What follows belongs to an exercise in optimizing a design on an open flow for small area, a short achievable clock period and few clock cycles; a production flow would make more cautious choices. Function not checked in this run: the RTL went through the layout flow alone. Power is estimated from default activity; no workload was simulated.

==> flow/design.v <==
module tis80_core (
    input  wire        clk,
    input  wire        rst,
    output reg         mem_req,
    output reg         mem_we,
    output reg  [15:0] mem_addr,
    output wire [7:0]  mem_wdata,
    input  wire        mem_ready,
    input  wire [7:0]  mem_rdata,
    output reg         step_done,
    output reg  [1:0]  step_outcome,
    output wire [16:0] pc_o,
    output wire [7:0]  acc_o,
    output wire [15:0] sp_o,
    output wire [2:0]  flags_o,
    output wire        halted_o,
    output wire        pmode_o,
    output wire        ie_o
);
    localparam OUT_CONTINUE = 2'd0, OUT_HALTED = 2'd1, OUT_OOB = 2'd2, OUT_UNKNOWN = 2'd3;
    localparam S_FETCH = 5'd0,    
               S_OPER  = 5'd1,    
               S_ALU   = 5'd2,    
               S_RD    = 5'd3,    
               S_PTRH  = 5'd4,    
               S_PTRL  = 5'd5,    
               S_WR    = 5'd6,    
               S_WR1   = 5'd7,    
               S_PSR   = 5'd8,    
               S_PUSH  = 5'd9,    
               S_POP   = 5'd10,   
               S_VECH  = 5'd11,   
               S_VECL  = 5'd12,   
               S_CPCH  = 5'd13,   
               S_CPCL  = 5'd14,   
               S_CIT   = 5'd15,   
               S_RIT   = 5'd16,   
               S_RPCL  = 5'd17,   
               S_RPCH  = 5'd18,   
               S_STOP  = 5'd19,
               S_HANG  = 5'd20;
    localparam T_NONE = 2'd0, T_LIVE = 2'd1, T_DEAD = 2'd2;
    reg [4:0]  state;
    reg [16:0] pc;
    reg [7:0]  acc;
    reg [7:0]  sp;           
    reg [7:0]  x [0:15];
    reg [2:0]  flags;        
    reg        halted, pmode, ie;
    reg [7:0]  opcode;
    reg [1:0]  cnt;          
    reg [7:0]  op0;          
    reg [7:0]  wd;           
    reg [15:0] ptr;          
    reg        so_chk;       
    reg [1:0]  tmode;
    reg [8:0]  fbase;        
    reg [16:0] cm;
    reg [4:0]  cur;          
    integer i;
    assign pc_o      = pc;
    assign acc_o     = acc;
    assign sp_o      = {8'h01, sp};
    assign flags_o   = flags;
    assign halted_o  = halted;
    assign pmode_o   = pmode;
    assign ie_o      = ie;
    assign mem_wdata = wd;
    function [2:0] op_len;
        input [7:0] op;
        begin
            case (op)
                8'h14, 8'h15, 8'h19, 8'h41, 8'h42, 8'h43, 8'h44,
                8'h50, 8'h51, 8'h55:                          op_len = 3'd1;
                8'h10, 8'h11, 8'h12, 8'h13, 8'h16, 8'h17, 8'h18,
                8'h34, 8'h35, 8'h40, 8'h45, 8'h52, 8'h53:     op_len = 3'd2;
                8'h20, 8'h21, 8'h22, 8'h23, 8'h24, 8'h32, 8'h33,
                8'h38, 8'h54:                                 op_len = 3'd3;
                8'h25, 8'h30, 8'h31, 8'h36, 8'h37:           op_len = 3'd4;
                8'h39:                                        op_len = 3'd5;
                default:                                      op_len = 3'd0;
            endcase
        end
    endfunction
    wire        rd_valid = (op0[7:4] == 4'd0);
    wire [7:0]  reg_op0  = rd_valid ? x[op0[3:0]] : 8'h00;      
    wire [16:0] pc_inc1 = pc + 17'd1;
    wire [16:0] pc_inc3 = pc + 17'd3;
    wire [15:0] ptr_inc = ptr + 16'd1;
    wire        sp_full = (sp == 8'hFF);
    wire [7:0]  sp_inc  = sp + 8'd1;
    wire [7:0]  sp_pop  = (sp > 8'h04) ? sp - 8'd1 : sp;
    wire [7:0]  ob      = pc[16] ? 8'h00 : mem_rdata;
    wire        bus_go  = !mem_req || mem_ready;
    wire        alu_imm = (opcode == 8'h11) || (opcode == 8'h13);
    wire [7:0]  alu_b   = alu_imm ? op0 : reg_op0;
    wire [8:0]  add_res = {1'b0, acc} + {1'b0, alu_b};
    wire [8:0]  sub_res = {1'b0, acc} - {1'b0, alu_b};
    wire [16:0] need = ~cm;
    reg  [4:0]  pick;
    reg         pick_any;
    always @(*) begin
        pick     = 5'd17;
        pick_any = 1'b0;
        for (i = 16; i >= 0; i = i - 1)
            if (need[i]) begin
                pick     = i[4:0];
                pick_any = 1'b1;
            end
    end
    wire [7:0]  pick_val = (pick == 5'd0) ? acc : x[pick[3:0] - 4'd1];
    function [7:0] sclamp;
        input [9:0] a;
        begin
            if (a[9] || a < 10'd4)  sclamp = 8'h04;
            else if (a > 10'd255)   sclamp = 8'hFF;
            else                    sclamp = a[7:0];
        end
    endfunction
    wire [9:0]  fb10     = {fbase[8], fbase};
    wire [7:0]  sa_pick  = sclamp(fb10 + {5'd0, pick} + 10'd2);
    wire [7:0]  sa_end   = sclamp(fb10 + 10'd19);
    wire [7:0]  sa_one   = sclamp(fb10 + 10'd1);
    wire [7:0]  sa_zero  = sclamp(fb10);
    wire [8:0]  ret_f    = {1'b0, sp} - 9'd19;
    wire [9:0]  rf10     = {ret_f[8], ret_f};
    always @(*) begin
        mem_req  = 1'b0;
        mem_we   = 1'b0;
        mem_addr = pc[15:0];
        case (state)
            S_FETCH, S_OPER: mem_req = !pc[16];
            S_RD, S_PTRH, S_PTRL, S_VECH, S_VECL: begin
                mem_req  = 1'b1;
                mem_addr = ptr;
            end
            S_WR, S_WR1: begin
                mem_req  = 1'b1;
                mem_we   = 1'b1;
                mem_addr = ptr;
            end
            S_PUSH: begin
                mem_req  = 1'b1;
                mem_we   = 1'b1;
                mem_addr = {8'h01, sp};
            end
            S_CPCH, S_CPCL, S_CIT: begin
                mem_req  = !sp_full;
                mem_we   = 1'b1;
                mem_addr = {8'h01, sp};
            end
            S_POP, S_RIT, S_RPCL, S_RPCH: begin
                mem_req  = 1'b1;
                mem_addr = {8'h01, sp};
            end
            default: ;
        endcase
    end
    task finish;
        input [1:0] outcome;
        begin
            step_done    <= 1'b1;
            step_outcome <= outcome;
            state        <= (outcome == OUT_CONTINUE) ? S_FETCH : S_STOP;
        end
    endtask
    task dispatch;
        input [7:0] id;
        begin
            if (!ie || id[7])
                finish(OUT_CONTINUE);
            else begin
                ptr   <= {8'h00, id[6:0], 1'b0};
                state <= S_VECH;
            end
        end
    endtask
    task stack_overflow;
        begin
            flags[1] <= 1'b1;
            if (ie) begin
                ptr    <= 16'h0004;
                so_chk <= 1'b1;
                state  <= S_VECH;
            end else
                finish(OUT_CONTINUE);
        end
    endtask
    task call_overflow;
        begin
            pc    <= {1'b0, ptr};
            tmode <= T_NONE;
            stack_overflow;
        end
    endtask
    task call_start;
        input [7:0] pc_hi;
        begin
            wd    <= pc_hi;
            fbase <= {1'b0, sp};
            if (!(tmode == T_DEAD && fbase == {1'b0, sp})) cm <= 17'd0;
            tmode <= T_NONE;
            state <= S_CPCH;
        end
    endtask
    task call_next;
        begin
            if (pick_any) begin
                sp        <= sa_pick;
                wd        <= pick_val;
                cur       <= pick;
                cm[pick]  <= 1'b1;
                state     <= S_CIT;
            end else begin
                sp    <= sa_end;
                pc    <= {1'b0, ptr};
                tmode <= T_LIVE;
                finish(OUT_CONTINUE);
            end
        end
    endtask
    task ret_next;
        begin
            if (pick_any) begin
                sp        <= sa_pick;
                cur       <= pick;
                cm[pick]  <= 1'b1;
                state     <= S_RIT;
            end else begin
                sp    <= sa_one;
                state <= S_RPCL;
            end
        end
    endtask
    task wr_x;
        input [7:0] n;
        input [7:0] v;
        begin
            if (n[7:4] == 4'd0) begin
                x[n[3:0]]    <= v;
                cm[n[3:0] + 1] <= 1'b0;
            end
        end
    endtask
    task wr_acc;
        input [7:0] v;
        begin
            acc   <= v;
            cm[0] <= 1'b0;
        end
    endtask
    always @(posedge clk) begin
        if (rst) begin
            state        <= S_FETCH;
            pc           <= 17'h00200;
            acc          <= 8'h00;
            sp           <= 8'h04;
            flags        <= 3'b000;
            halted       <= 1'b0;
            pmode        <= 1'b0;
            ie           <= 1'b0;
            step_done    <= 1'b0;
            step_outcome <= OUT_CONTINUE;
            so_chk       <= 1'b0;
            tmode        <= T_NONE;
            for (i = 0; i < 16; i = i + 1) x[i] <= 8'h00;
        end else begin
            step_done <= 1'b0;
            case (state)
                S_FETCH: begin
                    if (pc[16]) begin
                        finish(OUT_OOB);
                    end else if (mem_ready) begin
                        opcode <= mem_rdata;
                        cnt    <= 2'd0;
                        pc     <= pc_inc1;
                        case (mem_rdata)
                            8'h14: begin wr_acc({acc[6:0], 1'b0}); finish(OUT_CONTINUE); end
                            8'h15: begin wr_acc({1'b0, acc[7:1]}); finish(OUT_CONTINUE); end
                            8'h19: begin wr_acc(~acc);             finish(OUT_CONTINUE); end
                            8'h21: if (acc != 8'h00) begin pc <= pc_inc3; finish(OUT_CONTINUE); end
                                   else state <= S_OPER;
                            8'h22, 8'h23:
                                   if (acc == 8'h00) begin pc <= pc_inc3; finish(OUT_CONTINUE); end
                                   else state <= S_OPER;
                            8'h24: begin pc <= pc_inc3; finish(OUT_CONTINUE); end    
                            8'h38: begin                                         
                                pc       <= pc_inc3;
                                flags[2] <= 1'b1;
                                dispatch(8'd3);
                            end
                            8'h41: begin halted <= 1'b1; finish(OUT_HALTED); end
                            8'h42: begin pmode <= 1'b1; finish(OUT_CONTINUE); end
                            8'h43: begin ie    <= 1'b1; finish(OUT_CONTINUE); end
                            8'h44: begin ie    <= 1'b0; finish(OUT_CONTINUE); end
                            8'h50: begin                                         
                                tmode <= T_NONE;
                                if (sp_full) stack_overflow;
                                else begin wd <= acc; state <= S_PUSH; end
                            end
                            8'h51: begin                                         
                                tmode <= T_NONE;
                                sp    <= sp_pop;
                                state <= S_POP;
                            end
                            8'h55: begin                                         
                                if (tmode != T_LIVE) begin
                                    fbase <= ret_f;
                                    cm    <= 17'h00001;
                                    cur   <= 5'd0;
                                    sp    <= sclamp(rf10 + 10'd2);
                                    state <= S_RIT;
                                end else
                                    ret_next;
                            end
                            default: begin
                                if (op_len(mem_rdata) == 3'd0) finish(OUT_UNKNOWN);
                                else state <= S_OPER;
                            end
                        endcase
                    end
                end
                S_OPER: begin
                    if (pc[16] || mem_ready) begin
                        pc  <= pc_inc1;
                        cnt <= cnt + 2'd1;
                        case (opcode)
                            8'h10, 8'h11, 8'h12, 8'h13, 8'h16, 8'h17, 8'h18, 8'h35: begin
                                op0   <= ob;
                                state <= S_ALU;
                            end
                            8'h20, 8'h21, 8'h22, 8'h23: begin                   
                                ptr <= {ptr[7:0], ob};
                                if (cnt == 2'd1) begin
                                    pc <= {1'b0, ptr[7:0], ob};
                                    finish(OUT_CONTINUE);
                                end
                            end
                            8'h25: begin                                         
                                ptr <= {ptr[7:0], ob};
                                if (cnt == 2'd0) begin
                                    if (!(ob < 8'd3 && flags[ob[1:0]])) begin
                                        pc <= pc_inc3;
                                        finish(OUT_CONTINUE);
                                    end
                                end else if (cnt == 2'd2) begin
                                    pc <= {1'b0, ptr[7:0], ob};
                                    finish(OUT_CONTINUE);
                                end
                            end
                            8'h30, 8'h36: begin                                  
                                if (cnt == 2'd2) begin
                                    op0 <= ob;
                                    if (ob[7:4] != 4'd0) finish(OUT_CONTINUE);
                                    else state <= (opcode == 8'h30) ? S_RD : S_PTRH;
                                end else
                                    ptr <= {ptr[7:0], ob};
                            end
                            8'h31, 8'h37: begin                                  
                                if (cnt == 2'd0) op0 <= ob;
                                else ptr <= {ptr[7:0], ob};
                                if (cnt == 2'd2) begin
                                    if (opcode == 8'h31) begin
                                        wd    <= reg_op0;
                                        state <= S_WR;
                                    end else
                                        state <= S_PTRH;
                                end
                            end
                            8'h32: begin                                         
                                if (cnt == 2'd0) op0 <= ob;
                                else begin
                                    wr_x(ob, reg_op0);
                                    finish(OUT_CONTINUE);
                                end
                            end
                            8'h33: begin                                         
                                if (cnt == 2'd0) op0 <= ob;
                                else begin
                                    wr_x(ob, op0);
                                    finish(OUT_CONTINUE);
                                end
                            end
                            8'h34: begin wr_x(ob, acc); finish(OUT_CONTINUE); end    
                            8'h39: begin                                         
                                if (cnt == 2'd0) op0 <= ob;
                                else if (cnt == 2'd1) wd <= ob;
                                else ptr <= {ptr[7:0], ob};
                                if (cnt == 2'd3) begin
                                    wd    <= op0;
                                    op0   <= wd;
                                    state <= S_WR1;
                                end
                            end
                            8'h40: dispatch(ob);                                 
                            8'h45: begin                                         
                                if (ob < 8'd3) flags[ob[1:0]] <= 1'b0;
                                finish(OUT_CONTINUE);
                            end
                            8'h52: begin op0 <= ob; state <= S_PSR; end          
                            8'h53: begin                                         
                                op0   <= ob;
                                tmode <= T_NONE;
                                sp    <= sp_pop;
                                state <= S_POP;
                            end
                            8'h54: begin                                         
                                ptr <= {ptr[7:0], ob};
                                if (cnt == 2'd1) call_start(pc_inc1[15:8]);
                            end
                            default: finish(OUT_CONTINUE);
                        endcase
                    end
                end
                S_ALU: begin
                    case (opcode)
                        8'h10, 8'h11: begin
                            if (add_res[8]) begin
                                wr_acc(8'h00);
                                flags[0] <= 1'b1;
                                dispatch(8'd1);
                            end else begin
                                wr_acc(add_res[7:0]);
                                finish(OUT_CONTINUE);
                            end
                        end
                        8'h12, 8'h13: begin
                            if (sub_res[8]) begin
                                wr_acc(8'h00);
                                flags[0] <= 1'b1;
                                dispatch(8'd1);
                            end else begin
                                wr_acc(sub_res[7:0]);
                                finish(OUT_CONTINUE);
                            end
                        end
                        8'h16:   begin wr_acc(acc & reg_op0); finish(OUT_CONTINUE); end
                        8'h17:   begin wr_acc(acc | reg_op0); finish(OUT_CONTINUE); end
                        8'h18:   begin wr_acc(acc ^ reg_op0); finish(OUT_CONTINUE); end
                        default: begin wr_acc(reg_op0);       finish(OUT_CONTINUE); end    
                    endcase
                end
                S_RD: if (mem_ready) begin
                    wr_x(op0, mem_rdata);
                    finish(OUT_CONTINUE);
                end
                S_PTRH: if (mem_ready) begin
                    wd    <= mem_rdata;
                    ptr   <= ptr_inc;
                    state <= S_PTRL;
                end
                S_PTRL: if (mem_ready) begin
                    ptr <= {wd, mem_rdata};
                    if (opcode == 8'h36)
                        state <= S_RD;
                    else begin
                        wd    <= reg_op0;
                        state <= S_WR;
                    end
                end
                S_WR: if (mem_ready) begin
                    if (ptr[15:8] == 8'h01) tmode <= T_NONE;
                    finish(OUT_CONTINUE);
                end
                S_WR1: if (mem_ready) begin
                    if (ptr[15:8] == 8'h01) tmode <= T_NONE;
                    ptr   <= ptr_inc;
                    wd    <= op0;
                    state <= S_WR;
                end
                S_PSR: begin
                    tmode <= T_NONE;
                    if (sp_full) stack_overflow;
                    else begin wd <= reg_op0; state <= S_PUSH; end
                end
                S_PUSH: if (mem_ready) begin
                    sp <= sp_inc;
                    finish(OUT_CONTINUE);
                end
                S_POP: if (mem_ready) begin
                    if (opcode == 8'h51) wr_acc(mem_rdata);
                    else                 wr_x(op0, mem_rdata);
                    finish(OUT_CONTINUE);
                end
                S_VECH: if (mem_ready) begin
                    wd     <= mem_rdata;
                    ptr[0] <= 1'b1;
                    state  <= S_VECL;
                end
                S_VECL: if (mem_ready) begin
                    so_chk <= 1'b0;
                    if (wd == 8'h00 && mem_rdata == 8'h00)
                        finish(OUT_CONTINUE);
                    else if (so_chk)
                        state <= S_HANG;             
                    else begin
                        ptr <= {wd, mem_rdata};
                        call_start(pc[15:8]);
                    end
                end
                S_CPCH: begin
                    if (sp_full) call_overflow;
                    else if (mem_ready) begin
                        wd    <= pc[7:0];
                        sp    <= sa_one;
                        state <= S_CPCL;
                    end
                end
                S_CPCL, S_CIT: begin
                    if (sp_full) call_overflow;
                    else if (mem_ready) call_next;
                end
                S_RIT: if (mem_ready) begin
                    if (cur == 5'd0) acc <= mem_rdata;
                    else             x[cur[3:0] - 4'd1] <= mem_rdata;
                    ret_next;
                end
                S_RPCL: if (mem_ready) begin
                    pc[7:0] <= mem_rdata;
                    sp      <= sa_zero;
                    state   <= S_RPCH;
                end
                S_RPCH: if (mem_ready) begin
                    pc[16:8] <= {1'b0, mem_rdata};
                    tmode    <= (fbase[8] || fbase[7:0] < 8'h04) ? T_NONE : T_DEAD;
                    finish(OUT_CONTINUE);
                end
                default: ;                               
            endcase
        end
    end
endmodule
==> flow/run.sh <==
#!/bin/bash
# synth_recipe.tcl (not shown) runs the flow's synth.tcl, then flattens the netlist and writes it again
# the make line also repeats each setting of config.mk as NAME=value (left out here)
make -C /OpenROAD-flow-scripts/flow DESIGN_CONFIG=/design/flow/config.mk WORK_HOME=/design/flow/orfs CLKGATE_MAP_FILE= SYNTH_SCRIPT=/design/flow/synth_recipe.tcl finish
==> flow/config.mk <==
export PLATFORM = sky130hd
export DESIGN_NAME = tis80_core
export DESIGN_NICKNAME = tis80_core
export VERILOG_FILES = /design/flow/design.v
export SDC_FILE = /design/flow/constraint.sdc
export NUM_CORES = 4
export LEC_CHECK = 0
export CAP_MARGIN = 20
export CORE_MARGIN = 2
export CORE_UTILIZATION = 40
export PLACE_DENSITY = 0.6
export SLEW_MARGIN = 20
==> flow/constraint.sdc <==
create_clock -name core_clock -period 10.0 [get_ports {clk}]
set_input_delay 2.0000 -clock core_clock [delete_from_list [all_inputs] [get_ports {clk}]]
set_output_delay 2.0000 -clock core_clock [all_outputs]
set_load 0.01 [all_outputs]
==> run summary <==
- The weighted congestion reported at the end of routability-driven placement is 1.08.
- STA classifies the critical path startpoint as an input pin.
- The worst register-to-register path ends at acc[4].
- The HPWL after detailed placement is between 70000 and 80000 um.
- The cell count after placement is around 3500.
- At the end of the flow, the number of nets in the layout was 2823.
- The detail-routed net length per standard cell is 29.8 um.
- The source of the critical timing path is mem_ready.
- The routed via count divided by cell count is just under 7.
- Gates resized during post-CTS repair numbered 0.
- The CTS sink count is 255.
- The pin count of the biggest net entering global routing is 53.
- The final-report max-slew violation count came to 0.
- The length of routed met2 wiring is between 40000 and 50000 um.
- The worst hold path belongs to the class flip-flop to flip-flop.
- Setup repair after global routing left no endpoint under its margin.
- The total of flip-flops plus latches after synthesis is ~260.
- For this run, the number of Yosys warnings is 1.
- The total overflow reported by the global router is 0.
- The detailed-router iteration count before antenna repair is 8.
- The worst setup skew after layout is between 0.03 and 0.04 ns.
- For this block, wires on met1 add up to between 40000 and 50000 um.
- For this design the ratio of total power to cell area is around 260 mW/mm^2.
- Clock-pin slew was measured on the worst setup and hold paths at ~0.060 ns.
- Among all flip-flop cells after synthesis, the most frequent one is sky130_fd_sc_hd__edfxtp_1.
- The source-to-sink clock delay at the later pin of the worst-skew pair is 0.62 ns.
- Across the run, the number of max-cap violations was 0.
- The post-CTS setup-driven buffer insertion count is 0.
- The worst slack after detailed placement is between 3 and 4 ns.
- At the worst endpoint, the arrival time is about 6 ns.
- The residual antenna-violating net count after detailed routing is 0.
- The CTS tree is done.
- Wires add up to around 110000 um.
- The via count of the first global-routing pass came to around 23000.
- The main combinational cell family by area after synthesis is compound AO/OA/AOI/OAI gates.
- The minimum setup slack in the final design is 4.28 ns.
- The worst-case clock buffer depth is 3.
- For this block, the via count after detailed routing is 24500.
- The synthesized-area fraction occupied by ao, oa, aoi and oai cells is 0.243.
- Along the worst path, the maximum fanout reaches 30.
- The number of cells on the worst reg-to-reg path is 13.
- The share of post-route cells with drive strength above 1 is 0.109.
- Row generation in the floorplan step produced around 90 rows.
- The adder and majority cell fraction of the synthesized area is 0.0406.
- The flow ran to the end and the layout has no timing, DRC or antenna violations.
- After synthesis, the mean cell area works out to roughly 8.4 um^2.
- CTS built an H-tree with a depth of 1.
- The port buffer count is between 70 and 80.
- The slew at the pin with the worst max-slew slack is ~1.2 ns.
- For this run, asynchronously set or reset flops after synthesis account for 0.
- The share of the yosys chip area belonging to registers is 0.306.
- The area growth from synthesis to layout is 10.8%.
- The total of hold buffers inserted after clock tree synthesis is 0.
- Measured against its own limit, the worst slew margin works out to 0.179.
- The sum of negative setup slack is 0 ns.
- 87 I/O pins were placed.
- The leakage power total is between 8 and 9 nW.
- Buffers inserted during clock tree synthesis total 30.
- The number of flops mapped to enable cells by yosys is 201.
- In the synthesized netlist, the number of instances is about 2800.
- Across all register-to-register paths, the minimum setup slack is roughly 4.3 ns.
- The type of the worst setup path is input pin to flip-flop.
- The critical path capture point type is a flip-flop.
- After the first detailed-routing iteration, the DRC count stood at 4289.
- The DRC violation count after routing is 0.
- The fmax is between 0.15 and 0.2 GHz.
- The root buffer cell is sky130_fd_sc_hd__clkbuf_16.
- The number of antenna violations at the first check in global routing is 6.
- The non-filler instance count after layout is between 3000 and 4000.
- The global routing usage summed across all routing layers is 0.340.
- The layout filler cell count is 5621.
- The synthesized-area fraction occupied by xor and xnor cells is 0.0301.
- The vertical extent of the die is ~240 um.
- The floorplan die area is roughly 0.060 mm^2.
- In the final layout, flip-flops and latches occupy about 0.0071 mm^2.
- Of the post-synthesis cell area, the part taken by muxes is 0.0973.
- The post-route fraction of the period consumed by the critical path is 0.572.
- Of the total synthesized cell area, the portion taken by AND, OR, NAND and NOR gates is 0.224.
- The first global-routing pass estimated about 150000 um of wire.
- Setup violations remaining at the end of the flow were counted as 0.
- Following the worst setup path forward leads to its endpoint at x[8][3].
- Signal routing reaches up to met5.
- The core footprint is 0.0576 mm^2.
- Measured along the x axis, the die boundary spans 245 um.
- The number of hold violations in the final report was 0.
- The post-synthesis cell type count is 109.
- The largest vdd supply drop is 0.196 mV.
- The worst register-to-register path begins at op0[5].
- Summing all multi-input logic gate instances after layout gives 0.0149 mm^2.
- The starting utilization of the core area is 0.403.
- The synthesized netlist occupies a cell area of 0.0232 mm^2.
- Data on the critical path is required at its endpoint by a little over 10 ns.
- The routed design uses approximately 14000 um of met3 wire.
- Counting I/O delays and the setup requirement, the final critical path takes approximately 5.7 ns.
## layout by cell type (no fill, tap or decap), types with 27 or more instances in the layout
master and count:
sky130_fd_sc_hd__mux2i_1 40, sky130_fd_sc_hd__nand2b_1 34, sky130_fd_sc_hd__mux4_2 73, sky130_fd_sc_hd__nand3_1 73
sky130_fd_sc_hd__clkdlybuf4s50_1 77, sky130_fd_sc_hd__edfxtp_1 201, sky130_fd_sc_hd__a211oi_1 27, sky130_fd_sc_hd__nor2b_1 30
sky130_fd_sc_hd__inv_1 86, sky130_fd_sc_hd__a31oi_1 60, sky130_fd_sc_hd__ha_1 68, sky130_fd_sc_hd__xnor2_1 55
sky130_fd_sc_hd__nor2_1 351, sky130_fd_sc_hd__a21oi_1 163, sky130_fd_sc_hd__a22oi_1 45, sky130_fd_sc_hd__clkbuf_16 33
sky130_fd_sc_hd__o22ai_1 31, sky130_fd_sc_hd__a221oi_1 36, sky130_fd_sc_hd__o21ai_0 198, sky130_fd_sc_hd__dfxtp_1 53
sky130_fd_sc_hd__buf_4 77, sky130_fd_sc_hd__nand2_1 296, sky130_fd_sc_hd__nor3_1 65, sky130_fd_sc_hd__and3_1 35
## how the worst min path moves through the flow
stage	start	slack, ns	cells past startpoint	endpoint
6_report	tmode[1]	0.48	2	tmode[1]
3_5_place_dp	halted	0.47	1	halted
5_1_grt	tmode[1]	0.50	2	tmode[1]
3_3_place_gp	halted	0.46	1	halted
2_1_floorplan	tmode[1]	0.45	2	tmode[1]
4_1_cts	tmode[1]	0.48	2	tmode[1]
## cells by family after synthesis
logic type                 after synthesis
other                                    2
muxes                                  132
xor gates and xnor gates                79
and+or+nand+nor                       1078
AOI/OAI and AO/OA                      838
adders and majority gates               74
buffers and inverters                  317
DFF                                    255
## worst max-delay path: stages
cell and delay [ns]:
sky130_fd_sc_hd__clkdlybuf4s50_1 0.46, sky130_fd_sc_hd__buf_4 0.37, sky130_fd_sc_hd__or2_2 0.25, sky130_fd_sc_hd__and3_1 0.33, sky130_fd_sc_hd__nand2_2 0.21, sky130_fd_sc_hd__or4b_1 0.87, sky130_fd_sc_hd__o311a_4 0.30, sky130_fd_sc_hd__nor3_2 0.46
sky130_fd_sc_hd__nand2_1 0.34, sky130_fd_sc_hd__nand2_1 0.37
## Yosys cell counts, types with 12 or more instances
cell type                  number  share of area
sky130_fd_sc_hd__nand2b_1      35         0.0094
sky130_fd_sc_hd__xor2_1        23         0.0087
sky130_fd_sc_hd__nor4_1        22         0.0059
sky130_fd_sc_hd__nand3_1       73          0.016
sky130_fd_sc_hd__nand4_1       25         0.0067
sky130_fd_sc_hd__o221ai_1      15         0.0057
sky130_fd_sc_hd__nor2b_1       30         0.0081
sky130_fd_sc_hd__inv_1         86          0.014
sky130_fd_sc_hd__a211o_1       13         0.0049
sky130_fd_sc_hd__mux2_2        19         0.0092
sky130_fd_sc_hd__and3_1        35         0.0094
sky130_fd_sc_hd__a221oi_1      36          0.014
sky130_fd_sc_hd__dfxtp_1       54          0.047
sky130_fd_sc_hd__a31oi_1       60          0.016
sky130_fd_sc_hd__a211oi_1      27         0.0087
sky130_fd_sc_hd__nand2_1      296          0.048
sky130_fd_sc_hd__buf_2         45         0.0097
sky130_fd_sc_hd__buf_4         25         0.0081
sky130_fd_sc_hd__and2_1        21         0.0057
sky130_fd_sc_hd__or2_2         13         0.0035
sky130_fd_sc_hd__a21oi_1      165          0.036
sky130_fd_sc_hd__a222oi_1      16         0.0069
sky130_fd_sc_hd__edfxtp_1     201           0.26
sky130_fd_sc_hd__ha_1          68          0.037
sky130_fd_sc_hd__nor2_1       353          0.057
sky130_fd_sc_hd__buf_1         14         0.0023
sky130_fd_sc_hd__xnor2_1       55          0.021
sky130_fd_sc_hd__nor3_1        66          0.014
sky130_fd_sc_hd__mux2i_1       40          0.017
sky130_fd_sc_hd__o21a_1        12         0.0039
sky130_fd_sc_hd__o21ai_0      199          0.043
sky130_fd_sc_hd__o31ai_1       23         0.0074
sky130_fd_sc_hd__a21o_1        13         0.0042
sky130_fd_sc_hd__o211ai_1      26         0.0084
sky130_fd_sc_hd__o22ai_1       31         0.0084
sky130_fd_sc_hd__mux4_2        73          0.071
sky130_fd_sc_hd__clkbuf_1     142          0.023
sky130_fd_sc_hd__a22oi_1       45          0.015
sky130_fd_sc_hd__or3_1         13         0.0035
## stage by stage
step                utilization  power [mW]  hold slack (ns)  cell area [um^2]
floorplan                     -        4.00            0.453             23200
global placement          0.427        5.27            0.459             24600
detailed placement        0.428        5.30            0.466             24600
CTS                       0.446        6.50            0.480             25700
global route              0.447        6.93            0.501             25700
finish                    0.447        6.66            0.479             25700
## area by class of cell
| cell class | instances | area share |
|---|---|---|
| diodes | 2 | 0.000195 |
| well taps | 765 | 0.0372 |
| inverters | 89 | 0.0130 |
| multi-input cells | 2209 | 0.579 |
| clock buffers | 37 | 0.0327 |
| repair buffers | 156 | 0.0529 |
| flip-flops and latches | 255 | 0.277 |
| clock inverters | 19 | 0.00866 |
## per-layer routing
| layer | vias up | track usage |
|---|---|---|
| met5 | - | 0 |
| met4 | 6 | 0.152 |
| met3 | 358 | 0.102 |
| met2 | 1957 | 0.495 |
| met1 | 11774 | 0.462 |
| li1 | 10405 | - |
## flip-flops by register name, indices dropped and copies added (netlist names), 2 cells and up, named ones only
signal and flops:
cur 5, cnt 2, wd 8, op0 8, acc 8, state 5
x 128, ptr 16, cm 17, pc 17, tmode 2, flags 3
fbase 9, opcode 8, sp 8, step_outcome 2
## power by group
| group | total (mW) | switching, mW | internal (mW) |
|---|---|---|---|
| sequential | 1.81 | 0.422 | 1.38 |
| combinational | 3.66 | 2.30 | 1.35 |
| clock | 1.20 | 0.496 | 0.701 |

[port drivers added, routing unchanged]
The results above use ideal ports. As a check the final layout listed here was re-extracted and re-timed, cells and wires unchanged.
Step 1 (the two cells are an assumption about what drives the block):
set clk [get_ports {clk}]
set_driving_cell -lib_cell sky130_fd_sc_hd__clkbuf_16 $clk
set_driving_cell -lib_cell sky130_fd_sc_hd__buf_2 [delete_from_list [all_inputs] $clk]
Step 2 times the ports against the registers' clock, not the clock port: input delays grow and output delays shrink by t, the midpoint of the rising clock arrivals with the driver on.
Slacks: ideal / step 1 / step 2; pairs: ideal / step 1.
t (ns): 0.667
setup WS [ns]: 4.277 / 4.316 / 3.649
worst data-port slew with drivers (ns): 0.04
After both steps setup and hold are still met in this run. The setup slack of this run moves by +0.039 ns with the drivers and by -0.628 ns with both steps.
